From an optimization exercise on the open Yosys and OpenROAD flow, aimed at small area, a short achievable clock period and few clock cycles per item; shortcuts taken in it are not production practice.
Only simulation tests tie the RTL to the original design; equivalence was not proved.

[flow/standard.sh]
#!/bin/bash
# synth_recipe.tcl (not shown) runs the flow's synth.tcl, then flattens the netlist and writes it again
# the make line also repeats each setting of config.mk as NAME=value (left out here)
make -C /OpenROAD-flow-scripts/flow DESIGN_CONFIG=/design/flow/config.mk WORK_HOME=/design/flow/orfs CLKGATE_MAP_FILE= SYNTH_SCRIPT=/design/flow/synth_recipe.tcl "${@:-finish}"
[flow/design.v]
module qnt_quantizer (
    input  wire        clk,
    input  wire        rst,
    input  wire        cmd_valid,
    output wire        cmd_ready,
    input  wire [63:0] cmd_word,
    output wire        rsp_valid,
    input  wire        rsp_ready,
    output wire [63:0] rsp_word
);
  reg rdy;            
  reg s1_v, s2_v, s3_v;
  reg o_v, k_v;       
  wire go = ~k_v;     
  wire incoming = go & s3_v;
  wire o_en     = ~o_v | rsp_ready;
  wire k_v_nx   = o_en ? (k_v & incoming) : (k_v | incoming);
  assign cmd_ready = rdy;
  assign rsp_valid = o_v;
  always @(posedge clk) begin
    if (rst) begin
      rdy  <= 1'b1;
      s1_v <= 1'b0;
      s2_v <= 1'b0;
      s3_v <= 1'b0;
      o_v  <= 1'b0;
      k_v  <= 1'b0;
    end else begin
      rdy <= ~k_v_nx;
      k_v <= k_v_nx;
      if (o_en) o_v <= k_v | incoming;
      if (go) begin
        s1_v <= cmd_valid;
        s2_v <= s1_v;
        s3_v <= s2_v;
      end
    end
  end
  wire [7:0] op   = cmd_word[63:56];
  wire       is30 = (op == 8'h30);
  wire       is31 = (op == 8'h31);
  wire       qok  = is30 && (cmd_word[55:32] == 24'd0);
  wire       pok  = is31 && (cmd_word[55:8] == 48'd0);
  wire [7:0] s_x = cmd_word[31:24] ^ cmd_word[23:16] ^ cmd_word[15:8];
  wire [7:0] s_y = (cmd_word[31:24] & cmd_word[23:16]) | (cmd_word[31:24] & cmd_word[15:8]) |
                   (cmd_word[23:16] & cmd_word[15:8]);
  reg  [1:0] s1_t;
  reg        s1_ref;
  reg  [7:0] s1_r, s1_g, s1_b;    
  reg  [9:0] s1_s;                
  always @(posedge clk) begin
    if (go) begin
      s1_t   <= {~(is30 | is31) | (qok & ~cmd_word[7]), is31 | (qok & ~cmd_word[7])};
      s1_ref <= ~(qok | pok);
      s1_r   <= cmd_word[31:24] | (cmd_word[7:0] & {8{op[0]}});
      s1_g   <= (is30 | is31) ? cmd_word[23:16] : op;
      s1_b   <= cmd_word[15:8];
      s1_s   <= {2'd0, s_x} + {1'b0, s_y, 1'b0};
    end
  end
  wire t1 = (s1_s[9] | (s1_s[8] | (s1_s[7] | (s1_s[6] | (s1_s[5] | (s1_s[4] & (s1_s[3] | (s1_s[2] | (s1_s[1] | s1_s[0])))))))));
  wire t2 = (s1_s[9] | (s1_s[8] | (s1_s[7] | (s1_s[6] | (s1_s[5] & (s1_s[4] & (s1_s[3] | (s1_s[2] | s1_s[1]))))))));
  wire t3 = (s1_s[9] | (s1_s[8] | (s1_s[7] | (s1_s[6] & (s1_s[5] | (s1_s[4] & (s1_s[3] | (s1_s[2] | (s1_s[1] & s1_s[0])))))))));
  wire t4 = (s1_s[9] | (s1_s[8] | (s1_s[7] | (s1_s[6] & (s1_s[5] & (s1_s[4] & (s1_s[3] | s1_s[2])))))));
  wire t5 = (s1_s[9] | (s1_s[8] | (s1_s[7] & (s1_s[6] | (s1_s[5] | (s1_s[4] & (s1_s[3] | (s1_s[2] & (s1_s[1] | s1_s[0])))))))));
  wire t6 = (s1_s[9] | (s1_s[8] | (s1_s[7] & (s1_s[6] | (s1_s[5] & (s1_s[4] & s1_s[3]))))));
  wire t7 = (s1_s[9] | (s1_s[8] | (s1_s[7] & (s1_s[6] & (s1_s[5] | (s1_s[4] & (s1_s[3] & (s1_s[2] | s1_s[1]))))))));
  wire t8 = (s1_s[9] | (s1_s[8] | (s1_s[7] & (s1_s[6] & (s1_s[5] & (s1_s[4] & (s1_s[3] & (s1_s[2] | (s1_s[1] & s1_s[0])))))))));
  wire t9 = (s1_s[9] | (s1_s[8] & (s1_s[7] | (s1_s[6] | (s1_s[5] | (s1_s[4] & (s1_s[3] & s1_s[2])))))));
  wire t10 = (s1_s[9] | (s1_s[8] & (s1_s[7] | (s1_s[6] | (s1_s[5] & (s1_s[4] & (s1_s[3] & (s1_s[2] & (s1_s[1] | s1_s[0])))))))));
  wire t11 = (s1_s[9] | (s1_s[8] & (s1_s[7] | (s1_s[6] & (s1_s[5] | (s1_s[4] & (s1_s[3] & (s1_s[2] & s1_s[1]))))))));
  wire t12 = (s1_s[9] | (s1_s[8] & (s1_s[7] | (s1_s[6] & (s1_s[5] & (s1_s[4] & (s1_s[3] & (s1_s[2] & (s1_s[1] & s1_s[0])))))))));
  wire t13 = (s1_s[9] | (s1_s[8] & (s1_s[7] & (s1_s[6] | s1_s[5]))));
  wire t14 = (s1_s[9] | (s1_s[8] & (s1_s[7] & (s1_s[6] & (s1_s[5] | (s1_s[4] | (s1_s[3] | (s1_s[2] | (s1_s[1] | s1_s[0])))))))));
  wire t15 = (s1_s[9] | (s1_s[8] & (s1_s[7] & (s1_s[6] & (s1_s[5] & (s1_s[4] | (s1_s[3] | (s1_s[2] | s1_s[1]))))))));
  wire t16 = (s1_s[9] & (s1_s[8] | (s1_s[7] | (s1_s[6] | (s1_s[5] | (s1_s[4] | (s1_s[3] | (s1_s[2] | (s1_s[1] & s1_s[0])))))))));
  wire t17 = (s1_s[9] & (s1_s[8] | (s1_s[7] | (s1_s[6] | (s1_s[5] & (s1_s[4] | (s1_s[3] | s1_s[2])))))));
  wire t18 = (s1_s[9] & (s1_s[8] | (s1_s[7] | (s1_s[6] & (s1_s[5] | (s1_s[4] | (s1_s[3] | (s1_s[2] & (s1_s[1] & s1_s[0])))))))));
  wire t19 = (s1_s[9] & (s1_s[8] | (s1_s[7] | (s1_s[6] & (s1_s[5] & (s1_s[4] | (s1_s[3] & (s1_s[2] | (s1_s[1] | s1_s[0])))))))));
  wire t20 = (s1_s[9] & (s1_s[8] | (s1_s[7] & (s1_s[6] | (s1_s[5] | (s1_s[4] | (s1_s[3] & (s1_s[2] | s1_s[1]))))))));
  wire t21 = (s1_s[9] & (s1_s[8] | (s1_s[7] & (s1_s[6] | (s1_s[5] & (s1_s[4] | (s1_s[3] & (s1_s[2] | (s1_s[1] & s1_s[0])))))))));
  wire t22 = (s1_s[9] & (s1_s[8] | (s1_s[7] & (s1_s[6] & (s1_s[5] | (s1_s[4] | (s1_s[3] & s1_s[2])))))));
  wire t23 = (s1_s[9] & (s1_s[8] | (s1_s[7] & (s1_s[6] & (s1_s[5] & (s1_s[4] | (s1_s[3] & (s1_s[2] & (s1_s[1] | s1_s[0])))))))));
  wire t0 = 1'b1;
  wire t24 = 1'b0;
  wire oh0 = t0 & ~t1;
  wire oh1 = t1 & ~t2;
  wire oh2 = t2 & ~t3;
  wire oh3 = t3 & ~t4;
  wire oh4 = t4 & ~t5;
  wire oh5 = t5 & ~t6;
  wire oh6 = t6 & ~t7;
  wire oh7 = t7 & ~t8;
  wire oh8 = t8 & ~t9;
  wire oh9 = t9 & ~t10;
  wire oh10 = t10 & ~t11;
  wire oh11 = t11 & ~t12;
  wire oh12 = t12 & ~t13;
  wire oh13 = t13 & ~t14;
  wire oh14 = t14 & ~t15;
  wire oh15 = t15 & ~t16;
  wire oh16 = t16 & ~t17;
  wire oh17 = t17 & ~t18;
  wire oh18 = t18 & ~t19;
  wire oh19 = t19 & ~t20;
  wire oh20 = t20 & ~t21;
  wire oh21 = t21 & ~t22;
  wire oh22 = t22 & ~t23;
  wire oh23 = t23 & ~t24;
  wire [7:0] gv = {(oh12 | oh13 | oh14 | oh15 | oh16 | oh17 | oh18 | oh19 | oh20 | oh21 | oh22 | oh23), (oh6 | oh7 | oh8 | oh9 | oh10 | oh11 | oh18 | oh19 | oh20 | oh21 | oh22 | oh23), (oh3 | oh4 | oh5 | oh9 | oh10 | oh11 | oh15 | oh16 | oh17 | oh21 | oh22 | oh23), (oh2 | oh5 | oh8 | oh11 | oh13 | oh14 | oh16 | oh17 | oh19 | oh20 | oh22 | oh23), (oh1 | oh4 | oh7 | oh8 | oh10 | oh11 | oh14 | oh17 | oh18 | oh20 | oh21 | oh23), (oh2 | oh4 | oh5 | oh7 | oh9 | oh10 | oh12 | oh15 | oh17 | oh20 | oh22 | oh23), (oh1 | oh2 | oh5 | oh6 | oh7 | oh10 | oh11 | oh14 | oh15 | oh19 | oh20 | oh23), (oh1 | oh3 | oh5 | oh6 | oh8 | oh10 | oh12 | oh14 | oh16 | oh19 | oh21 | oh23)};    
  wire [4:0] gn = {(oh16 | oh17 | oh18 | oh19 | oh20 | oh21 | oh22 | oh23), (oh8 | oh9 | oh10 | oh11 | oh12 | oh13 | oh14 | oh15), (oh4 | oh5 | oh6 | oh7 | oh12 | oh13 | oh14 | oh15 | oh20 | oh21 | oh22 | oh23), (oh2 | oh3 | oh6 | oh7 | oh10 | oh11 | oh14 | oh15 | oh18 | oh19 | oh22 | oh23), (oh1 | oh3 | oh5 | oh7 | oh9 | oh11 | oh13 | oh15 | oh17 | oh19 | oh21 | oh23)};    
  function [7:0] offs;    
    input [7:0] c;
    input [7:0] gl;
    reg [6:0] m;
    reg [4:0] dh;
    begin
      m  = c[6:0] - gl[6:0];
      dh = {1'b0, c[7:4]} - {1'b0, gl[7:4]};
      offs = {(dh[4] ? (dh >= 5'd29) : (dh <= 5'd3)), m[6], m[5:0] ^ {6{m[6]}}};
    end
  endfunction
  wire [7:0] mr = offs(s1_r, gv);
  wire [7:0] mg = offs(s1_g, gv);
  wire [7:0] mb = offs(s1_b, gv);
  wire r_ge1 = (s1_r[7] | (s1_r[6] | (s1_r[5] | (s1_r[4] & (s1_r[3] & (s1_r[2] | s1_r[1]))))));
  wire r_ge2 = (s1_r[7] | (s1_r[6] & (s1_r[5] | (s1_r[4] | (s1_r[3] & (s1_r[2] & (s1_r[1] | s1_r[0])))))));
  wire r_ge3 = s1_r[7];
  wire r_ge4 = (s1_r[7] & (s1_r[6] | (s1_r[5] & (s1_r[4] & (s1_r[3] | (s1_r[2] | (s1_r[1] & s1_r[0])))))));
  wire r_ge5 = (s1_r[7] & (s1_r[6] & (s1_r[5] & (s1_r[4] | (s1_r[3] | (s1_r[2] & s1_r[1]))))));
  wire [2:0] kr = {r_ge4, r_ge2 & ~r_ge4, (r_ge1 & ~r_ge2) | (r_ge3 & ~r_ge4) | r_ge5};
  wire g_ge1 = (s1_g[7] | (s1_g[6] | (s1_g[5] | (s1_g[4] & (s1_g[3] & (s1_g[2] | s1_g[1]))))));
  wire g_ge2 = (s1_g[7] | (s1_g[6] & (s1_g[5] | (s1_g[4] | (s1_g[3] & (s1_g[2] & (s1_g[1] | s1_g[0])))))));
  wire g_ge3 = s1_g[7];
  wire g_ge4 = (s1_g[7] & (s1_g[6] | (s1_g[5] & (s1_g[4] & (s1_g[3] | (s1_g[2] | (s1_g[1] & s1_g[0])))))));
  wire g_ge5 = (s1_g[7] & (s1_g[6] & (s1_g[5] & (s1_g[4] | (s1_g[3] | (s1_g[2] & s1_g[1]))))));
  wire [2:0] kg = {g_ge4, g_ge2 & ~g_ge4, (g_ge1 & ~g_ge2) | (g_ge3 & ~g_ge4) | g_ge5};
  wire b_ge1 = (s1_b[7] | (s1_b[6] | (s1_b[5] | (s1_b[4] & (s1_b[3] & (s1_b[2] | s1_b[1]))))));
  wire b_ge2 = (s1_b[7] | (s1_b[6] & (s1_b[5] | (s1_b[4] | (s1_b[3] & (s1_b[2] & (s1_b[1] | s1_b[0])))))));
  wire b_ge3 = s1_b[7];
  wire b_ge4 = (s1_b[7] & (s1_b[6] | (s1_b[5] & (s1_b[4] & (s1_b[3] | (s1_b[2] | (s1_b[1] & s1_b[0])))))));
  wire b_ge5 = (s1_b[7] & (s1_b[6] & (s1_b[5] & (s1_b[4] | (s1_b[3] | (s1_b[2] & s1_b[1]))))));
  wire [2:0] kb = {b_ge4, b_ge2 & ~b_ge4, (b_ge1 & ~b_ge2) | (b_ge3 & ~b_ge4) | b_ge5};
  function [5:0] m51;    
    input [2:0] k;
    begin
      case (k)
        3'd1: m51 = 6'd51;
        3'd2: m51 = 6'd38;
        3'd3: m51 = 6'd25;
        3'd4: m51 = 6'd12;
        3'd5: m51 = 6'd63;
        default: m51 = 6'd0;
      endcase
    end
  endfunction
  wire [5:0] er = s1_r[5:0] - m51(kr);    
  wire [5:0] eg = s1_g[5:0] - m51(kg);
  wire [5:0] eb = s1_b[5:0] - m51(kb);
  wire [5:0] cube_lo  = {kg, 2'b0} + {kg, 1'b0} + kb + 6'd1;
  wire [5:0] cube_hi  = {kr, 3'b0} + kr;
  wire [7:0] cube_idx = {cube_hi + {2'd0, cube_lo[5:2]}, cube_lo[1:0]};
  wire [7:0] pi  = s1_r;
  wire p1 = pi >= 8'd37;
  wire p2 = pi >= 8'd73;
  wire p3 = pi >= 8'd109;
  wire p4 = pi >= 8'd145;
  wire p5 = pi >= 8'd181;
  wire [5:0] pcj = p5 ? 6'd11 : p4 ? 6'd47 : p3 ? 6'd19 : p2 ? 6'd55 : p1 ? 6'd27 : 6'd63;
  wire [5:0] pj  = pi[5:0] + pcj;
  wire [3:0] ptr = {p3, (p2 & ~p3) | p4, (p1 & ~p3) | p5, (p1 & ~p2) | (p3 & ~p4) | p5};    
  wire pcube = (pi != 8'd0) && (pi <= 8'd216);
  wire pgrey = (pi >= 8'd217) && (pi <= 8'd240);
  wire       s1_pal = (s1_t == 2'b01) & ~s1_ref;
  wire       s1_oth = (s1_t == 2'b10);
  reg  [1:0] s2_t;
  reg        s2_ref;
  reg  [6:0] s2_mr, s2_mg, s2_mb;    
  reg        s2_near;
  reg  [17:0] s2_e;        
  reg  [4:0] s2_n;
  reg  [7:0] s2_idx;       
  always @(posedge clk) begin
    if (go) begin
      s2_t   <= s1_t;
      s2_ref <= s1_ref;
      s2_mr  <= mr[6:0];
      s2_mg  <= mg[6:0];
      s2_mb  <= mb[6:0];
      s2_near <= mr[7] & mg[7] & mb[7];
      s2_e   <= s1_pal ? {6'd0, pcube, pgrey, ptr, pj} :
                {er[5], er[4:0] ^ {5{er[5]}}, eg[5], eg[4:0] ^ {5{eg[5]}}, eb[5], eb[4:0] ^ {5{eb[5]}}};
      s2_n   <= gn;
      s2_idx <= s1_pal ? s1_r : s1_oth ? s1_g : cube_idx;
    end
  end
  wire [5:0] ur = s2_mr[5:0];
  wire [5:0] ug = s2_mg[5:0];
  wire [5:0] ub = s2_mb[5:0];
  wire near = s2_near;
  wire [5:0] er2 = s2_e[17:12];
  wire [5:0] eg2 = s2_e[11:6];
  wire [5:0] eb2 = s2_e[5:0];
  wire [4:0] ar = er2[4:0];
  wire [4:0] ag = eg2[4:0];
  wire [4:0] ab = eb2[4:0];
  reg [7:0] ptgb;    
  always @(*) begin
    case (s2_e[5:0])
      6'd0: ptgb = 8'h00;
      6'd1: ptgb = 8'h03;
      6'd2: ptgb = 8'h06;
      6'd3: ptgb = 8'h09;
      6'd4: ptgb = 8'h0c;
      6'd5: ptgb = 8'h0f;
      6'd6: ptgb = 8'h30;
      6'd7: ptgb = 8'h33;
      6'd8: ptgb = 8'h36;
      6'd9: ptgb = 8'h39;
      6'd10: ptgb = 8'h3c;
      6'd11: ptgb = 8'h3f;
      6'd12: ptgb = 8'h60;
      6'd13: ptgb = 8'h63;
      6'd14: ptgb = 8'h66;
      6'd15: ptgb = 8'h69;
      6'd16: ptgb = 8'h6c;
      6'd17: ptgb = 8'h6f;
      6'd18: ptgb = 8'h90;
      6'd19: ptgb = 8'h93;
      6'd20: ptgb = 8'h96;
      6'd21: ptgb = 8'h99;
      6'd22: ptgb = 8'h9c;
      6'd23: ptgb = 8'h9f;
      6'd24: ptgb = 8'hc0;
      6'd25: ptgb = 8'hc3;
      6'd26: ptgb = 8'hc6;
      6'd27: ptgb = 8'hc9;
      6'd28: ptgb = 8'hcc;
      6'd29: ptgb = 8'hcf;
      6'd30: ptgb = 8'hf0;
      6'd31: ptgb = 8'hf3;
      6'd32: ptgb = 8'hf6;
      6'd33: ptgb = 8'hf9;
      6'd34: ptgb = 8'hfc;
      6'd35: ptgb = 8'hff;
      default: ptgb = 8'h00;
    endcase
  end
  wire [13:0] ppal = {s2_e[11:6], ptgb};    
  wire fs1 = (ar[0] & ar[3]) ^ (ar[1] & ar[2]) ^ ar[2];
  wire fc2 = ((ar[0] & ar[3]) & (ar[1] & ar[2])) | ((ar[0] & ar[3]) & ar[2]) | ((ar[1] & ar[2]) & ar[2]);
  wire fs3 = (er2[5] & ar[3]) ^ (ag[0] & ag[3]) ^ (ag[1] & ag[2]);
  wire fc4 = ((er2[5] & ar[3]) & (ag[0] & ag[3])) | ((er2[5] & ar[3]) & (ag[1] & ag[2])) | ((ag[0] & ag[3]) & (ag[1] & ag[2]));
  wire fs5 = ag[2] ^ (eg2[5] & ag[3]) ^ (ab[0] & ab[3]);
  wire fc6 = (ag[2] & (eg2[5] & ag[3])) | (ag[2] & (ab[0] & ab[3])) | ((eg2[5] & ag[3]) & (ab[0] & ab[3]));
  wire fs7 = (ar[0] & ar[4]) ^ (ar[1] & ar[3]) ^ (er2[5] & ar[4]);
  wire fc8 = ((ar[0] & ar[4]) & (ar[1] & ar[3])) | ((ar[0] & ar[4]) & (er2[5] & ar[4])) | ((ar[1] & ar[3]) & (er2[5] & ar[4]));
  wire hs9 = (ag[0] & ag[4]) ^ (ag[1] & ag[3]);
  wire hc10 = (ag[0] & ag[4]) & (ag[1] & ag[3]);
  wire fs11 = (ar[1] & ar[4]) ^ (ar[2] & ar[3]) ^ ar[3];
  wire fc12 = ((ar[1] & ar[4]) & (ar[2] & ar[3])) | ((ar[1] & ar[4]) & ar[3]) | ((ar[2] & ar[3]) & ar[3]);
  wire fs13 = (ag[1] & ag[4]) ^ (ag[2] & ag[3]) ^ ag[3];
  wire fc14 = ((ag[1] & ag[4]) & (ag[2] & ag[3])) | ((ag[1] & ag[4]) & ag[3]) | ((ag[2] & ag[3]) & ag[3]);
  wire fs15 = (ab[1] & ab[4]) ^ (ab[2] & ab[3]) ^ ab[3];
  wire fc16 = ((ab[1] & ab[4]) & (ab[2] & ab[3])) | ((ab[1] & ab[4]) & ab[3]) | ((ab[2] & ab[3]) & ab[3]);
  wire fs17 = ~(ur[0] & ur[5]) ^ ~(ur[1] & ur[4]) ^ ~(ur[2] & ur[3]);
  wire fc18 = (~(ur[0] & ur[5]) & ~(ur[1] & ur[4])) | (~(ur[0] & ur[5]) & ~(ur[2] & ur[3])) | (~(ur[1] & ur[4]) & ~(ur[2] & ur[3]));
  wire fs19 = (ar[0] & ar[1]) ^ ar[1] ^ (er2[5] & ar[1]);
  wire fc20 = ((ar[0] & ar[1]) & ar[1]) | ((ar[0] & ar[1]) & (er2[5] & ar[1])) | (ar[1] & (er2[5] & ar[1]));
  wire fs21 = (ag[0] & ag[1]) ^ ag[1] ^ (eg2[5] & ag[1]);
  wire fc22 = ((ag[0] & ag[1]) & ag[1]) | ((ag[0] & ag[1]) & (eg2[5] & ag[1])) | (ag[1] & (eg2[5] & ag[1]));
  wire fs23 = (ab[0] & ab[1]) ^ ab[1] ^ (eb2[5] & ab[1]);
  wire fc24 = ((ab[0] & ab[1]) & ab[1]) | ((ab[0] & ab[1]) & (eb2[5] & ab[1])) | (ab[1] & (eb2[5] & ab[1]));
  wire fs25 = (ar[0] & ar[2]) ^ (er2[5] & ar[2]) ^ (ag[0] & ag[2]);
  wire fc26 = ((ar[0] & ar[2]) & (er2[5] & ar[2])) | ((ar[0] & ar[2]) & (ag[0] & ag[2])) | ((er2[5] & ar[2]) & (ag[0] & ag[2]));
  wire hs27 = (eg2[5] & ag[2]) ^ (ab[0] & ab[2]);
  wire hc28 = (eg2[5] & ag[2]) & (ab[0] & ab[2]);
  wire fs29 = (ab[1] & ab[2]) ^ ab[2] ^ (eb2[5] & ab[3]);
  wire fc30 = ((ab[1] & ab[2]) & ab[2]) | ((ab[1] & ab[2]) & (eb2[5] & ab[3])) | (ab[2] & (eb2[5] & ab[3]));
  wire fs31 = ~(ur[0] & ur[3]) ^ ~(ur[1] & ur[2]) ^ ~ur[2];
  wire fc32 = (~(ur[0] & ur[3]) & ~(ur[1] & ur[2])) | (~(ur[0] & ur[3]) & ~ur[2]) | (~(ur[1] & ur[2]) & ~ur[2]);
  wire fs33 = ~(s2_mr[6] & ur[3]) ^ ~(ug[0] & ug[3]) ^ ~(ug[1] & ug[2]);
  wire fc34 = (~(s2_mr[6] & ur[3]) & ~(ug[0] & ug[3])) | (~(s2_mr[6] & ur[3]) & ~(ug[1] & ug[2])) | (~(ug[0] & ug[3]) & ~(ug[1] & ug[2]));
  wire fs35 = ~ug[2] ^ ~(s2_mg[6] & ug[3]) ^ ~(ub[0] & ub[3]);
  wire fc36 = (~ug[2] & ~(s2_mg[6] & ug[3])) | (~ug[2] & ~(ub[0] & ub[3])) | (~(s2_mg[6] & ug[3]) & ~(ub[0] & ub[3]));
  wire fs37 = (eg2[5] & ag[4]) ^ (ab[0] & ab[4]) ^ (ab[1] & ab[3]);
  wire fc38 = ((eg2[5] & ag[4]) & (ab[0] & ab[4])) | ((eg2[5] & ag[4]) & (ab[1] & ab[3])) | ((ab[0] & ab[4]) & (ab[1] & ab[3]));
  wire fs39 = (eb2[5] & ab[4]) ^ ~(ur[0] & ur[4]) ^ ~(ur[1] & ur[3]);
  wire fc40 = ((eb2[5] & ab[4]) & ~(ur[0] & ur[4])) | ((eb2[5] & ab[4]) & ~(ur[1] & ur[3])) | (~(ur[0] & ur[4]) & ~(ur[1] & ur[3]));
  wire fs41 = ~(s2_mr[6] & ur[4]) ^ ~(ug[0] & ug[4]) ^ ~(ug[1] & ug[3]);
  wire fc42 = (~(s2_mr[6] & ur[4]) & ~(ug[0] & ug[4])) | (~(s2_mr[6] & ur[4]) & ~(ug[1] & ug[3])) | (~(ug[0] & ug[4]) & ~(ug[1] & ug[3]));
  wire fs43 = ~(s2_mg[6] & ug[4]) ^ ~(ub[0] & ub[4]) ^ ~(ub[1] & ub[3]);
  wire fc44 = (~(s2_mg[6] & ug[4]) & ~(ub[0] & ub[4])) | (~(s2_mg[6] & ug[4]) & ~(ub[1] & ub[3])) | (~(ub[0] & ub[4]) & ~(ub[1] & ub[3]));
  wire fs45 = ~(s2_mb[6] & ub[4]) ^ 1'b1 ^ fc2;
  wire fc46 = (~(s2_mb[6] & ub[4]) & 1'b1) | (~(s2_mb[6] & ub[4]) & fc2) | (1'b1 & fc2);
  wire fs47 = ~ur[3] ^ ~(s2_mr[6] & ur[5]) ^ ~(ug[0] & ug[5]);
  wire fc48 = (~ur[3] & ~(s2_mr[6] & ur[5])) | (~ur[3] & ~(ug[0] & ug[5])) | (~(s2_mr[6] & ur[5]) & ~(ug[0] & ug[5]));
  wire fs49 = ~(ug[1] & ug[4]) ^ ~(ug[2] & ug[3]) ^ ~ug[3];
  wire fc50 = (~(ug[1] & ug[4]) & ~(ug[2] & ug[3])) | (~(ug[1] & ug[4]) & ~ug[3]) | (~(ug[2] & ug[3]) & ~ug[3]);
  wire fs51 = ~(s2_mg[6] & ug[5]) ^ ~(ub[0] & ub[5]) ^ ~(ub[1] & ub[4]);
  wire fc52 = (~(s2_mg[6] & ug[5]) & ~(ub[0] & ub[5])) | (~(s2_mg[6] & ug[5]) & ~(ub[1] & ub[4])) | (~(ub[0] & ub[5]) & ~(ub[1] & ub[4]));
  wire fs53 = ~(ub[2] & ub[3]) ^ ~ub[3] ^ ~(s2_mb[6] & ub[5]);
  wire fc54 = (~(ub[2] & ub[3]) & ~ub[3]) | (~(ub[2] & ub[3]) & ~(s2_mb[6] & ub[5])) | (~ub[3] & ~(s2_mb[6] & ub[5]));
  wire fs55 = 1'b1 ^ fc8 ^ hc10;
  wire fc56 = (1'b1 & fc8) | (1'b1 & hc10) | (fc8 & hc10);
  wire hs57 = fs11 ^ fs13;
  wire hc58 = fs11 & fs13;
  wire fs59 = (ar[2] & ar[4]) ^ (ag[2] & ag[4]) ^ (ab[2] & ab[4]);
  wire fc60 = ((ar[2] & ar[4]) & (ag[2] & ag[4])) | ((ar[2] & ar[4]) & (ab[2] & ab[4])) | ((ag[2] & ag[4]) & (ab[2] & ab[4]));
  wire fs61 = ~(ur[1] & ur[5]) ^ ~(ur[2] & ur[4]) ^ ~(ug[1] & ug[5]);
  wire fc62 = (~(ur[1] & ur[5]) & ~(ur[2] & ur[4])) | (~(ur[1] & ur[5]) & ~(ug[1] & ug[5])) | (~(ur[2] & ur[4]) & ~(ug[1] & ug[5]));
  wire fs63 = ~(ug[2] & ug[4]) ^ ~(ub[1] & ub[5]) ^ ~(ub[2] & ub[4]);
  wire fc64 = (~(ug[2] & ug[4]) & ~(ub[1] & ub[5])) | (~(ug[2] & ug[4]) & ~(ub[2] & ub[4])) | (~(ub[1] & ub[5]) & ~(ub[2] & ub[4]));
  wire hs65 = 1'b1 ^ fc12;
  wire hc66 = 1'b1 & fc12;
  wire fs67 = (ar[3] & ar[4]) ^ ar[4] ^ (ag[3] & ag[4]);
  wire fc68 = ((ar[3] & ar[4]) & ar[4]) | ((ar[3] & ar[4]) & (ag[3] & ag[4])) | (ar[4] & (ag[3] & ag[4]));
  wire fs69 = ag[4] ^ (ab[3] & ab[4]) ^ ab[4];
  wire fc70 = (ag[4] & (ab[3] & ab[4])) | (ag[4] & ab[4]) | ((ab[3] & ab[4]) & ab[4]);
  wire fs71 = ~(ur[2] & ur[5]) ^ ~(ur[3] & ur[4]) ^ ~ur[4];
  wire fc72 = (~(ur[2] & ur[5]) & ~(ur[3] & ur[4])) | (~(ur[2] & ur[5]) & ~ur[4]) | (~(ur[3] & ur[4]) & ~ur[4]);
  wire hs73 = ~(ug[2] & ug[5]) ^ ~(ug[3] & ug[4]);
  wire hc74 = ~(ug[2] & ug[5]) & ~(ug[3] & ug[4]);
  wire fs75 = ar[0] ^ er2[5] ^ ag[0];
  wire fc76 = (ar[0] & er2[5]) | (ar[0] & ag[0]) | (er2[5] & ag[0]);
  wire fs77 = eg2[5] ^ ab[0] ^ eb2[5];
  wire fc78 = (eg2[5] & ab[0]) | (eg2[5] & eb2[5]) | (ab[0] & eb2[5]);
  wire fs79 = ~(ur[0] & ur[1]) ^ ~ur[1] ^ ~(s2_mr[6] & ur[1]);
  wire fc80 = (~(ur[0] & ur[1]) & ~ur[1]) | (~(ur[0] & ur[1]) & ~(s2_mr[6] & ur[1])) | (~ur[1] & ~(s2_mr[6] & ur[1]));
  wire fs81 = ~(ug[0] & ug[1]) ^ ~ug[1] ^ ~(s2_mg[6] & ug[1]);
  wire fc82 = (~(ug[0] & ug[1]) & ~ug[1]) | (~(ug[0] & ug[1]) & ~(s2_mg[6] & ug[1])) | (~ug[1] & ~(s2_mg[6] & ug[1]));
  wire fs83 = (eb2[5] & ab[2]) ^ ~(ur[0] & ur[2]) ^ ~(s2_mr[6] & ur[2]);
  wire fc84 = ((eb2[5] & ab[2]) & ~(ur[0] & ur[2])) | ((eb2[5] & ab[2]) & ~(s2_mr[6] & ur[2])) | (~(ur[0] & ur[2]) & ~(s2_mr[6] & ur[2]));
  wire fs85 = ~(ug[0] & ug[2]) ^ ~(s2_mg[6] & ug[2]) ^ ~(ub[0] & ub[2]);
  wire fc86 = (~(ug[0] & ug[2]) & ~(s2_mg[6] & ug[2])) | (~(ug[0] & ug[2]) & ~(ub[0] & ub[2])) | (~(s2_mg[6] & ug[2]) & ~(ub[0] & ub[2]));
  wire fs87 = ~(s2_mb[6] & ub[2]) ^ 1'b1 ^ fc20;
  wire fc88 = (~(s2_mb[6] & ub[2]) & 1'b1) | (~(s2_mb[6] & ub[2]) & fc20) | (1'b1 & fc20);
  wire fs89 = ~(ub[1] & ub[2]) ^ ~ub[2] ^ ~(s2_mb[6] & ub[3]);
  wire fc90 = (~(ub[1] & ub[2]) & ~ub[2]) | (~(ub[1] & ub[2]) & ~(s2_mb[6] & ub[3])) | (~ub[2] & ~(s2_mb[6] & ub[3]));
  wire fs91 = 1'b1 ^ fs1 ^ fs3;
  wire fc92 = (1'b1 & fs1) | (1'b1 & fs3) | (fs1 & fs3);
  wire fs93 = fs5 ^ fc26 ^ hc28;
  wire fc94 = (fs5 & fc26) | (fs5 & hc28) | (fc26 & hc28);
  wire hs95 = fs29 ^ fs31;
  wire hc96 = fs29 & fs31;
  wire fs97 = fc4 ^ fc6 ^ fs7;
  wire fc98 = (fc4 & fc6) | (fc4 & fs7) | (fc6 & fs7);
  wire fs99 = hs9 ^ fc30 ^ fc32;
  wire fc100 = (hs9 & fc30) | (hs9 & fc32) | (fc30 & fc32);
  wire fs101 = fc34 ^ fc36 ^ fs37;
  wire fc102 = (fc34 & fc36) | (fc34 & fs37) | (fc36 & fs37);
  wire fs103 = fs39 ^ fs41 ^ fs43;
  wire fc104 = (fs39 & fs41) | (fs39 & fs43) | (fs41 & fs43);
  wire fs105 = fs15 ^ fs17 ^ fc38;
  wire fc106 = (fs15 & fs17) | (fs15 & fc38) | (fs17 & fc38);
  wire fs107 = fc40 ^ fc42 ^ fc44;
  wire fc108 = (fc40 & fc42) | (fc40 & fc44) | (fc42 & fc44);
  wire fs109 = fc46 ^ fs47 ^ fs49;
  wire fc110 = (fc46 & fs47) | (fc46 & fs49) | (fs47 & fs49);
  wire fs111 = fs51 ^ fs53 ^ fs55;
  wire fc112 = (fs51 & fs53) | (fs51 & fs55) | (fs53 & fs55);
  wire fs113 = fc14 ^ fc16 ^ fc18;
  wire fc114 = (fc14 & fc16) | (fc14 & fc18) | (fc16 & fc18);
  wire fs115 = fc48 ^ fc50 ^ fc52;
  wire fc116 = (fc48 & fc50) | (fc48 & fc52) | (fc50 & fc52);
  wire fs117 = fc54 ^ fc56 ^ hc58;
  wire fc118 = (fc54 & fc56) | (fc54 & hc58) | (fc56 & hc58);
  wire fs119 = fs59 ^ fs61 ^ fs63;
  wire fc120 = (fs59 & fs61) | (fs59 & fs63) | (fs61 & fs63);
  wire fs121 = ~ug[4] ^ ~(ub[2] & ub[5]) ^ ~(ub[3] & ub[4]);
  wire fc122 = (~ug[4] & ~(ub[2] & ub[5])) | (~ug[4] & ~(ub[3] & ub[4])) | (~(ub[2] & ub[5]) & ~(ub[3] & ub[4]));
  wire fs123 = ~ub[4] ^ 1'b1 ^ fc60;
  wire fc124 = (~ub[4] & 1'b1) | (~ub[4] & fc60) | (1'b1 & fc60);
  wire fs125 = fc62 ^ fc64 ^ hc66;
  wire fc126 = (fc62 & fc64) | (fc62 & hc66) | (fc64 & hc66);
  wire fs127 = fs67 ^ fs69 ^ fs71;
  wire fc128 = (fs67 & fs69) | (fs67 & fs71) | (fs69 & fs71);
  wire fs129 = ~(ur[3] & ur[5]) ^ ~(ug[3] & ug[5]) ^ ~(ub[3] & ub[5]);
  wire fc130 = (~(ur[3] & ur[5]) & ~(ug[3] & ug[5])) | (~(ur[3] & ur[5]) & ~(ub[3] & ub[5])) | (~(ug[3] & ug[5]) & ~(ub[3] & ub[5]));
  wire hs131 = 1'b1 ^ fc68;
  wire hc132 = 1'b1 & fc68;
  wire fs133 = ~ur[0] ^ ~s2_mr[6] ^ ~ug[0];
  wire fc134 = (~ur[0] & ~s2_mr[6]) | (~ur[0] & ~ug[0]) | (~s2_mr[6] & ~ug[0]);
  wire hs135 = ~s2_mg[6] ^ ~ub[0];
  wire hc136 = ~s2_mg[6] & ~ub[0];
  wire fs137 = (er2[5] & ar[0]) ^ (eg2[5] & ag[0]) ^ (eb2[5] & ab[0]);
  wire fc138 = ((er2[5] & ar[0]) & (eg2[5] & ag[0])) | ((er2[5] & ar[0]) & (eb2[5] & ab[0])) | ((eg2[5] & ag[0]) & (eb2[5] & ab[0]));
  wire fs139 = ~(s2_mr[6] & ur[0]) ^ ~(s2_mg[6] & ug[0]) ^ ~(s2_mb[6] & ub[0]);
  wire fc140 = (~(s2_mr[6] & ur[0]) & ~(s2_mg[6] & ug[0])) | (~(s2_mr[6] & ur[0]) & ~(s2_mb[6] & ub[0])) | (~(s2_mg[6] & ug[0]) & ~(s2_mb[6] & ub[0]));
  wire hs141 = 1'b1 ^ fc76;
  wire hc142 = 1'b1 & fc76;
  wire fs143 = ~(ub[0] & ub[1]) ^ ~ub[1] ^ ~(s2_mb[6] & ub[1]);
  wire fc144 = (~(ub[0] & ub[1]) & ~ub[1]) | (~(ub[0] & ub[1]) & ~(s2_mb[6] & ub[1])) | (~ub[1] & ~(s2_mb[6] & ub[1]));
  wire fs145 = 1'b1 ^ fs19 ^ fs21;
  wire fc146 = (1'b1 & fs19) | (1'b1 & fs21) | (fs19 & fs21);
  wire fs147 = fs23 ^ fs79 ^ fs81;
  wire fc148 = (fs23 & fs79) | (fs23 & fs81) | (fs79 & fs81);
  wire fs149 = fc22 ^ fc24 ^ fs25;
  wire fc150 = (fc22 & fc24) | (fc22 & fs25) | (fc24 & fs25);
  wire fs151 = hs27 ^ fc80 ^ fc82;
  wire fc152 = (hs27 & fc80) | (hs27 & fc82) | (fc80 & fc82);
  wire fs153 = fs83 ^ fs85 ^ fs87;
  wire fc154 = (fs83 & fs85) | (fs83 & fs87) | (fs85 & fs87);
  wire fs155 = fs33 ^ fs35 ^ fc84;
  wire fc156 = (fs33 & fs35) | (fs33 & fc84) | (fs35 & fc84);
  wire fs157 = fc86 ^ fc88 ^ fs89;
  wire fc158 = (fc86 & fc88) | (fc86 & fs89) | (fc88 & fs89);
  wire fs159 = fs91 ^ fs93 ^ hs95;
  wire fc160 = (fs91 & fs93) | (fs91 & hs95) | (fs93 & hs95);
  wire fs161 = fs45 ^ fc90 ^ fc92;
  wire fc162 = (fs45 & fc90) | (fs45 & fc92) | (fc90 & fc92);
  wire fs163 = fc94 ^ hc96 ^ fs97;
  wire fc164 = (fc94 & hc96) | (fc94 & fs97) | (hc96 & fs97);
  wire fs165 = fs99 ^ fs101 ^ fs103;
  wire fc166 = (fs99 & fs101) | (fs99 & fs103) | (fs101 & fs103);
  wire fs167 = hs57 ^ fc98 ^ fc100;
  wire fc168 = (hs57 & fc98) | (hs57 & fc100) | (fc98 & fc100);
  wire fs169 = fc102 ^ fc104 ^ fs105;
  wire fc170 = (fc102 & fc104) | (fc102 & fs105) | (fc104 & fs105);
  wire fs171 = fs107 ^ fs109 ^ fs111;
  wire fc172 = (fs107 & fs109) | (fs107 & fs111) | (fs109 & fs111);
  wire fs173 = hs65 ^ fc106 ^ fc108;
  wire fc174 = (hs65 & fc106) | (hs65 & fc108) | (fc106 & fc108);
  wire fs175 = fc110 ^ fc112 ^ fs113;
  wire fc176 = (fc110 & fc112) | (fc110 & fs113) | (fc112 & fs113);
  wire fs177 = fs115 ^ fs117 ^ fs119;
  wire fc178 = (fs115 & fs117) | (fs115 & fs119) | (fs117 & fs119);
  wire fs179 = hs73 ^ fc114 ^ fc116;
  wire fc180 = (hs73 & fc114) | (hs73 & fc116) | (fc114 & fc116);
  wire fs181 = fc118 ^ fc120 ^ fs121;
  wire fc182 = (fc118 & fc120) | (fc118 & fs121) | (fc120 & fs121);
  wire fs183 = fs123 ^ fs125 ^ fs127;
  wire fc184 = (fs123 & fs125) | (fs123 & fs127) | (fs125 & fs127);
  wire fs185 = fc70 ^ fc72 ^ hc74;
  wire fc186 = (fc70 & fc72) | (fc70 & hc74) | (fc72 & hc74);
  wire fs187 = fc122 ^ fc124 ^ fc126;
  wire fc188 = (fc122 & fc124) | (fc122 & fc126) | (fc124 & fc126);
  wire fs189 = fc128 ^ fs129 ^ hs131;
  wire fc190 = (fc128 & fs129) | (fc128 & hs131) | (fs129 & hs131);
  wire fs191 = ~(ur[4] & ur[5]) ^ ~ur[5] ^ ~(ug[4] & ug[5]);
  wire fc192 = (~(ur[4] & ur[5]) & ~ur[5]) | (~(ur[4] & ur[5]) & ~(ug[4] & ug[5])) | (~ur[5] & ~(ug[4] & ug[5]));
  wire fs193 = ~ug[5] ^ ~(ub[4] & ub[5]) ^ ~ub[5];
  wire fc194 = (~ug[5] & ~(ub[4] & ub[5])) | (~ug[5] & ~ub[5]) | (~(ub[4] & ub[5]) & ~ub[5]);
  wire fs195 = 1'b1 ^ fc130 ^ hc132;
  wire fc196 = (1'b1 & fc130) | (1'b1 & hc132) | (fc130 & hc132);
  wire fs197 = ~s2_mb[6] ^ 1'b1 ^ fs75;
  wire fc198 = (~s2_mb[6] & 1'b1) | (~s2_mb[6] & fs75) | (1'b1 & fs75);
  wire fs199 = fc78 ^ fc134 ^ hc136;
  wire fc200 = (fc78 & fc134) | (fc78 & hc136) | (fc134 & hc136);
  wire hs201 = fs137 ^ fs139;
  wire hc202 = fs137 & fs139;
  wire fs203 = fc138 ^ fc140 ^ hc142;
  wire fc204 = (fc138 & fc140) | (fc138 & hc142) | (fc140 & hc142);
  wire fs205 = fs143 ^ fs145 ^ fs147;
  wire fc206 = (fs143 & fs145) | (fs143 & fs147) | (fs145 & fs147);
  wire fs207 = fc144 ^ fc146 ^ fc148;
  wire fc208 = (fc144 & fc146) | (fc144 & fc148) | (fc146 & fc148);
  wire fs209 = fs149 ^ fs151 ^ fs153;
  wire fc210 = (fs149 & fs151) | (fs149 & fs153) | (fs151 & fs153);
  wire fs211 = fc150 ^ fc152 ^ fc154;
  wire fc212 = (fc150 & fc152) | (fc150 & fc154) | (fc152 & fc154);
  wire fs213 = fs155 ^ fs157 ^ fs159;
  wire fc214 = (fs155 & fs157) | (fs155 & fs159) | (fs157 & fs159);
  wire fs215 = fc156 ^ fc158 ^ fc160;
  wire fc216 = (fc156 & fc158) | (fc156 & fc160) | (fc158 & fc160);
  wire fs217 = fs161 ^ fs163 ^ fs165;
  wire fc218 = (fs161 & fs163) | (fs161 & fs165) | (fs163 & fs165);
  wire fs219 = fc162 ^ fc164 ^ fc166;
  wire fc220 = (fc162 & fc164) | (fc162 & fc166) | (fc164 & fc166);
  wire fs221 = fs167 ^ fs169 ^ fs171;
  wire fc222 = (fs167 & fs169) | (fs167 & fs171) | (fs169 & fs171);
  wire fs223 = fc168 ^ fc170 ^ fc172;
  wire fc224 = (fc168 & fc170) | (fc168 & fc172) | (fc170 & fc172);
  wire fs225 = fs173 ^ fs175 ^ fs177;
  wire fc226 = (fs173 & fs175) | (fs173 & fs177) | (fs175 & fs177);
  wire fs227 = fc174 ^ fc176 ^ fc178;
  wire fc228 = (fc174 & fc176) | (fc174 & fc178) | (fc176 & fc178);
  wire fs229 = fs179 ^ fs181 ^ fs183;
  wire fc230 = (fs179 & fs181) | (fs179 & fs183) | (fs181 & fs183);
  wire fs231 = fc180 ^ fc182 ^ fc184;
  wire fc232 = (fc180 & fc182) | (fc180 & fc184) | (fc182 & fc184);
  wire fs233 = fs185 ^ fs187 ^ fs189;
  wire fc234 = (fs185 & fs187) | (fs185 & fs189) | (fs187 & fs189);
  wire fs235 = fc186 ^ fc188 ^ fc190;
  wire fc236 = (fc186 & fc188) | (fc186 & fc190) | (fc188 & fc190);
  wire fs237 = fs191 ^ fs193 ^ fs195;
  wire fc238 = (fs191 & fs193) | (fs191 & fs195) | (fs193 & fs195);
  wire fs239 = 1'b1 ^ fc192 ^ fc194;
  wire fc240 = (1'b1 & fc192) | (1'b1 & fc194) | (fc192 & fc194);
  wire [49:0] tb = {1'b1, fc240, fs239, fc238, fc236, fc196, fs237, fs235, fc234, fc232, fs233, fs231, fc230, fc228, fs229, fs227, fc226, fc224, fs225, fs223, fc222, fc220, fs221, fs219, fc218, fc216, fs217, fs215, fc214, fc212, fs213, fs211, fc210, fc208, fs209, fs207, fc206, fc204, fs205, fs203, hc202, fc200, hs201, fs199, fc198, hs141, fs197, hs135, fs133, fs77};
  wire       s2_pal = (s2_t == 2'b01) & ~s2_ref;
  reg  [1:0] s3_t2;
  reg        s3_ref, s3_near;
  reg  [49:0] s3_t;        
  reg  [4:0] s3_n;
  reg  [7:0] s3_idx;
  always @(posedge clk) begin
    if (go) begin
      s3_t2   <= s2_t;
      s3_ref  <= s2_ref;
      s3_near <= near;
      s3_n    <= s2_n;
      s3_idx  <= s2_idx;
      s3_t    <= s2_pal ? {36'd0, ppal} : tb;
    end
  end
  wire hs241 = s3_t[0] ^ s3_t[1];
  wire hc242 = s3_t[0] & s3_t[1];
  wire fs243 = s3_t[4] ^ s3_t[5] ^ s3_t[6];
  wire fc244 = (s3_t[4] & s3_t[5]) | (s3_t[4] & s3_t[6]) | (s3_t[5] & s3_t[6]);
  wire fs245 = s3_t[8] ^ s3_t[9] ^ s3_t[10];
  wire fc246 = (s3_t[8] & s3_t[9]) | (s3_t[8] & s3_t[10]) | (s3_t[9] & s3_t[10]);
  wire fs247 = s3_t[12] ^ s3_t[13] ^ s3_t[14];
  wire fc248 = (s3_t[12] & s3_t[13]) | (s3_t[12] & s3_t[14]) | (s3_t[13] & s3_t[14]);
  wire fs249 = s3_t[16] ^ s3_t[17] ^ s3_t[18];
  wire fc250 = (s3_t[16] & s3_t[17]) | (s3_t[16] & s3_t[18]) | (s3_t[17] & s3_t[18]);
  wire fs251 = s3_t[20] ^ s3_t[21] ^ s3_t[22];
  wire fc252 = (s3_t[20] & s3_t[21]) | (s3_t[20] & s3_t[22]) | (s3_t[21] & s3_t[22]);
  wire fs253 = s3_t[24] ^ s3_t[25] ^ s3_t[26];
  wire fc254 = (s3_t[24] & s3_t[25]) | (s3_t[24] & s3_t[26]) | (s3_t[25] & s3_t[26]);
  wire fs255 = s3_t[28] ^ s3_t[29] ^ s3_t[30];
  wire fc256 = (s3_t[28] & s3_t[29]) | (s3_t[28] & s3_t[30]) | (s3_t[29] & s3_t[30]);
  wire fs257 = s3_t[32] ^ s3_t[33] ^ s3_t[34];
  wire fc258 = (s3_t[32] & s3_t[33]) | (s3_t[32] & s3_t[34]) | (s3_t[33] & s3_t[34]);
  wire fs259 = s3_t[36] ^ s3_t[37] ^ s3_t[38];
  wire fc260 = (s3_t[36] & s3_t[37]) | (s3_t[36] & s3_t[38]) | (s3_t[37] & s3_t[38]);
  wire fs261 = s3_t[40] ^ s3_t[41] ^ s3_t[42];
  wire fc262 = (s3_t[40] & s3_t[41]) | (s3_t[40] & s3_t[42]) | (s3_t[41] & s3_t[42]);
  wire fs263 = s3_t[44] ^ s3_t[45] ^ s3_t[46];
  wire fc264 = (s3_t[44] & s3_t[45]) | (s3_t[44] & s3_t[46]) | (s3_t[45] & s3_t[46]);
  wire hs265 = s3_t[2] ^ s3_t[3];
  wire hc266 = s3_t[2] & s3_t[3];
  wire fs267 = s3_t[7] ^ hc242 ^ fs243;
  wire fc268 = (s3_t[7] & hc242) | (s3_t[7] & fs243) | (hc242 & fs243);
  wire fs269 = s3_t[11] ^ fc244 ^ fs245;
  wire fc270 = (s3_t[11] & fc244) | (s3_t[11] & fs245) | (fc244 & fs245);
  wire fs271 = s3_t[15] ^ fc246 ^ fs247;
  wire fc272 = (s3_t[15] & fc246) | (s3_t[15] & fs247) | (fc246 & fs247);
  wire fs273 = s3_t[19] ^ fc248 ^ fs249;
  wire fc274 = (s3_t[19] & fc248) | (s3_t[19] & fs249) | (fc248 & fs249);
  wire fs275 = s3_t[23] ^ fc250 ^ fs251;
  wire fc276 = (s3_t[23] & fc250) | (s3_t[23] & fs251) | (fc250 & fs251);
  wire fs277 = s3_t[27] ^ fc252 ^ fs253;
  wire fc278 = (s3_t[27] & fc252) | (s3_t[27] & fs253) | (fc252 & fs253);
  wire fs279 = s3_t[31] ^ fc254 ^ fs255;
  wire fc280 = (s3_t[31] & fc254) | (s3_t[31] & fs255) | (fc254 & fs255);
  wire fs281 = s3_t[35] ^ fc256 ^ fs257;
  wire fc282 = (s3_t[35] & fc256) | (s3_t[35] & fs257) | (fc256 & fs257);
  wire fs283 = s3_t[39] ^ fc258 ^ fs259;
  wire fc284 = (s3_t[39] & fc258) | (s3_t[39] & fs259) | (fc258 & fs259);
  wire fs285 = s3_t[43] ^ fc260 ^ fs261;
  wire fc286 = (s3_t[43] & fc260) | (s3_t[43] & fs261) | (fc260 & fs261);
  wire fs287 = s3_t[47] ^ fc262 ^ fs263;
  wire fc288 = (s3_t[47] & fc262) | (s3_t[47] & fs263) | (fc262 & fs263);
  wire hs289 = s3_t[48] ^ fc264;
  wire hc290 = s3_t[48] & fc264;
  wire [14:0] fa = {s3_t[49], hc290, fc288, fc286, fc284, fc282, fc280, fc278, fc276, fc274, fc272, fc270, fc268, hc266, hs241};
  wire [14:0] fb = {1'b0, 1'b0, hs289, fs287, fs285, fs283, fs281, fs279, fs277, fs275, fs273, fs271, fs269, fs267, hs265};
  wire [14:0] fsum = fa + fb;    
  wire grey = s3_near & ~fsum[14];
  wire [7:0] q_idx = grey ? (8'd217 + {3'd0, s3_n}) : s3_idx;
  wire s3_qnt = (s3_t2 == 2'b00) & ~s3_ref;
  wire s3_pal = (s3_t2 == 2'b01) & ~s3_ref;
  wire s3_oth = (s3_t2 == 2'b10);
  wire s3_31  = (s3_t2 == 2'b01);
  reg  [7:0] pv;    
  always @(*) begin
    case (s3_idx[4:0])
      5'd25: pv = 8'd0;
      5'd26: pv = 8'd11;
      5'd27: pv = 8'd22;
      5'd28: pv = 8'd33;
      5'd29: pv = 8'd44;
      5'd30: pv = 8'd55;
      5'd31: pv = 8'd67;
      5'd0: pv = 8'd78;
      5'd1: pv = 8'd89;
      5'd2: pv = 8'd100;
      5'd3: pv = 8'd111;
      5'd4: pv = 8'd122;
      5'd5: pv = 8'd133;
      5'd6: pv = 8'd144;
      5'd7: pv = 8'd155;
      5'd8: pv = 8'd166;
      5'd9: pv = 8'd177;
      5'd10: pv = 8'd188;
      5'd11: pv = 8'd200;
      5'd12: pv = 8'd211;
      5'd13: pv = 8'd222;
      5'd14: pv = 8'd233;
      5'd15: pv = 8'd244;
      5'd16: pv = 8'd255;
      default: pv = 8'd0;
    endcase
  end
  wire [1:0]  c_mode = s3_pal ? (s3_t[13] ? 2'd3 : s3_t[12] ? 2'd2 : 2'd0) : (s3_qnt ? 2'd1 : 2'd0);
  wire [11:0] c_x    = s3_pal ? (s3_t[13] ? s3_t[11:0] : {4'd0, pv}) : {4'd0, s3_qnt ? q_idx : s3_idx};
  wire [16:0] c_rsp  = {c_mode, c_x, s3_ref, s3_oth, s3_31};
  reg  [16:0] k_d;
  reg  [7:0]  o_op;
  reg         o_ref;
  reg  [23:0] o_pay;
  wire [11:0] c_x0   = s3_pal ? (s3_t[13] ? s3_t[11:0] : {4'd0, pv}) : {4'd0, s3_idx};
  wire [16:0] n_rsp = k_v ? k_d : {c_mode, c_x0, s3_ref, s3_oth, s3_31};
  wire        use_g = ~k_v & s3_qnt & grey;
  wire [7:0]  g_idx = 8'd217 + {3'd0, s3_n};
  wire [1:0]  n_mode = n_rsp[16:15];
  wire [11:0] n_x    = n_rsp[14:3];
  always @(posedge clk) begin
    if (incoming) k_d <= c_rsp;
    if (o_en) begin
      o_op  <= n_rsp[1] ? n_x[7:0] : {7'h18, n_rsp[0]};
      o_ref <= n_rsp[2];
      o_pay[23:8] <= (n_mode == 2'd3) ? {n_x[11:8], n_x[11:8], n_x[7:4], n_x[7:4]} :
                     (n_mode == 2'd2) ? {n_x[7:0], n_x[7:0]} : 16'd0;
      o_pay[7:0]  <= use_g ? g_idx :
                     (n_mode == 2'd3) ? {n_x[3:0], n_x[3:0]} :
                     (n_mode[1] | n_mode[0]) ? n_x[7:0] : 8'd0;
    end
  end
  assign rsp_word = {o_op, 3'd0, o_ref, 28'd0, o_pay};
endmodule
[flow/constraint.sdc]
create_clock -name core_clock -period 12.0 [get_ports {clk}]
set_input_delay 2.4000 -clock core_clock [delete_from_list [all_inputs] [get_ports {clk}]]
set_output_delay 2.4000 -clock core_clock [all_outputs]
set_load 0.01 [all_outputs]
[flow/flow/run.sh]
#!/bin/bash
set -euo pipefail
bash standard.sh SETUP_SLACK_MARGIN=8.2 \
  "BUFFER_PORTS_ARGS=-buffer_cell sky130_fd_sc_hd__buf_2" finish > standard.log 2>&1
[flow/config.mk]
export PLATFORM = sky130hd
export DESIGN_NAME = qnt_quantizer
export DESIGN_NICKNAME = qnt_quantizer
export VERILOG_FILES = /design/flow/design.v
export SDC_FILE = /design/flow/constraint.sdc
export NUM_CORES = 4
export LEC_CHECK = 0
export CAP_MARGIN = 20
export CORE_MARGIN = 2
export CORE_UTILIZATION = 40
export CTS_BUF_LIST = sky130_fd_sc_hd__clkbuf_8
export SLEW_MARGIN = 20
export SYNTH_MEMORY_MAX_BITS = 16384
export TNS_END_PERCENT = 10
==> results.txt <==
[routing by layer]
metal	vias up	part of all wire
met1	6571	0.43
li1	6454	-
met2	410	0.49
met3	100	0.053
met4	0	0.030
met5	-	0
[Yosys cell counts, types with 41 or more instances]
master and instances:
a21o_1 46, a21oi_1 93, and2_1 95, clkbuf_1 41, edfxtp_1 210, fa_1 127, ha_1 115, inv_1 170
nand2_1 171, nor2_1 103, o21ai_0 84, xnor2_1 73
[how the worst max path moves through the flow]
stage | end | slack [ns]
final | s2_idx[6]$_DFFE_PN_ | 8.00
after global routing | s2_idx[7]$_DFFE_PN_ | 7.83
after CTS | o_pay[4]$_DFFE_PN_ | 8.08
after detailed placement | s2_mb[5]$_DFFE_PN_ | 7.26
after global placement | s2_e[12]$_SDFFCE_PP0N_ | 7.35
after floorplan | s1_s[7]$_DFFE_PN_ | 7.64
[cell type report]
cell class / count / area, sq um
fill: 4193 / 23690
multi-input combinational: 1307 / 11110
sequential: 232 / 6748
timing repair buffer: 210 / 1354
tap: 600 / 750.7
inverter: 170 / 645.6
clock buffer: 43 / 591.8
clock inverter: 35 / 294.0
[critical path, delay by kind of cell, from the launching register on]
family	cells	cell delay, ns
AO/OA/AOI/OAI	6	1.17
XOR/XNOR	1	0.12
adder cells (fa/ha/maj)	5	1.40
buffers and inverters	6	0.24
flip-flops	1	0.44
AND/OR/NAND/NOR	3	0.37
[sequential cells by signal, indices dropped and copies added, names as in the netlist, 10 cells and up]
signal	cells
k_d	17
o_pay	24
s1_s	10
s2_e	18
s3_t	50
[timing repair]
item / 4_1_cts / 5_1_grt
setup buffers: 70 / 28
pin swaps: 41 / 38
endpoints found under the setup margin: 71 / 73
gates resized for setup: 95 / 58
cloned: 0 / 0
[cells by family (layout without fill, tap and decap cells)]
family	count (synthesis)	after routing
simple gates	546	546
other cells	1	31
fa+ha+maj	243	243
xor+xnor	101	101
compound gates	347	347
mux	39	39
flops	232	232
buf+inv	249	458
[metrics by stage]
step	cells	area [sq um]	worst slack [ns]	hold WS, ns
2_1_floorplan	1788	18320	7.638	0.4003
3_3_place_gp	2421	19230	7.346	0.4036
3_5_place_dp	2421	19230	7.258	0.4045
4_1_cts	2569	21040	8.077	0.4142
5_1_grt	2597	21490	7.826	0.4276
6_report	2597	21490	8.002	0.4164
==> results.cfg <==
[logic_synthesis]
synth_top_family_by_area = adder cells
synthFlopType = edfxtp_1
ys_types = 89
synth_cells = 1758
synth_edf_count = 210
synth_xor_area_frac = 0.05239
synth.area.mux_share = 0.02248
yosysTopAreaCellShare = 0.3465
synth_top_area_cell = edfxtp_1
synth-compound-area-share = 0.1246
ys_ff_latch = 232
ys_seq_area_frac = 0.3707
syn_area_sq_um = 18200
ys_async_sr_fraction = 0
yosysWarnings = 1
synth_fa_ha_area_frac = 0.2193
syn_avg_cell_area_sq_um = 10.35
synth_area_leaders = edfxtp_1, fa_1, ha_1, nand2_1, xnor2_1
synthSimpleGateAreaFrac = 0.1511

[clocking]
cts_hold_buf = 0
htreeDepth = 2
clock_latency_ns = 0.63
cts_root_buf = clkbuf_8
clock_path_buffers = 3
cts_tree = yes
path_clk_slew_ns = 0.06
cts_buffers = 43
numClockSinks = 232

[placement]
dp_hpwl_um = 34110
port_buffers = 102
globalplace.congestion = 0.9153

[floorplanning]
start_util = 0.4028
floorplan.die_area_sq_um = 47220
core_area_sq_um = 45190
die_h_um = 217.3
num_io_pins = 134
fp.dieW_um = 217.3
num_rows = 78

[route]
post_drt_wl_per_cell_um = 17.76
drt-pass1-iter-count = 5
drt_iter0_drc = 965
via_per_inst = 5.212
remaining_drc_errors = 0
finalWirelength_um = 46130
vias = 13540
postRouteAntennaNets = 0

[timing]
fmax_ghz = 0.2501
worstMarginPinSlew_ns = 1.037
finalMaxSlewViolations = 0
slew_headroom = 0.3036
period_share = 0.3332
period_needed_ns = 3.998
fin_tns_setup_ns = 0
rsz0062_at_grt = yes
hold_viol_final = 0
skew_ns = 0.04939
finalSetupViolCount = 0

[cells_and_area]
layout_common_cells = edfxtp_1, inv_1, nand2_1
final_common_cell = edfxtp_1
final_core_util = 0.4757
nNetsFinal = 2274
n_antenna_cell = 0
drive_gt1_frac = 0.2123
syn_to_final_growth_pct = 18.11

[critical_path]
startpoint = s1_g[1]$_DFFE_PN_
critPathMaxFanout = 2
crit_top_cell = inv_2
worst_setup_path_end_kind = register
worstPathRequired_ns = 12.36
path_cells = a211o_1 > a31oi_4 > nand2b_4 > and2_4 > inv_2 > ha_4 > inv_4 > ha_4 > inv_2 > fa_2 > inv_2 > ha_4 > inv_2 > fa_2 > inv_1 > a21o_1 > a21oi_2 > xnor2_1 > nor2_1 > a211oi_2 > a21oi_1
slowest_stage = fa_2
r2r_slack_ns = 8.00
critical_path_class = register to register
cp-start-kind = register
slowest_delay_ns = 0.52
rr_worst_depth = 21
arrival_ns = 4.36
r2r_start = s1_g[1]$_DFFE_PN_
regToRegEndpoint = s2_idx[6]$_DFFE_PN_

[global_routing]
grt_max_degree = 93
overflow = 0
grt_use_met1 = 0.2506
gr-max-usage-layer = met2
grt_usage = 0.1956
antenna_found_initial = 0
grt_pass1_wl_um = 72390
grt_pass1_vias = 13530
grt_util_met3 = 0.03452
use_met2 = 0.3343

[min_path]
hold_path_end = s3_n[3]$_DFFE_PN_
hold_path.startpoint = s2_n[3]$_DFFE_PN_
holdPathStages = 0
hold_path_class = register to register

[flow_run]
maxCapViolations = 0

[run_status]
status = complete, no violations
Testbench counts, summed over its fixed seeds: cycles 2,592, items 2,560.

[separate check: timing with driven ports]
The results above use ideal ports. As a check the final layout listed here was re-extracted and re-timed, cells and wires unchanged. Step 1: set_driving_cell puts a clkbuf_16 on clk and a buf_2 on each other input, an assumption about the parent block. Step 2 adds t to the input delays and takes it off the output delays; t is the mean of the earliest and latest rising clock arrival at the registers after step 1. Input paths then give back, and output paths get back, about the clock's delay inside the block. Three values: ideal, step 1, step 2; two values: the first two.
shift t [ns]: 0.655
setup WS [ns]: 8.002 / 8.002 / 7.396
worst setup path at the end: input to register
clock arrival spread, ns: 0.050 / 0.050
cell pins on the clock port's net: 1
After both steps this run still meets setup and hold. The setup slack of this run moves by 0.000 ns with the drivers and by -0.606 ns with both steps.
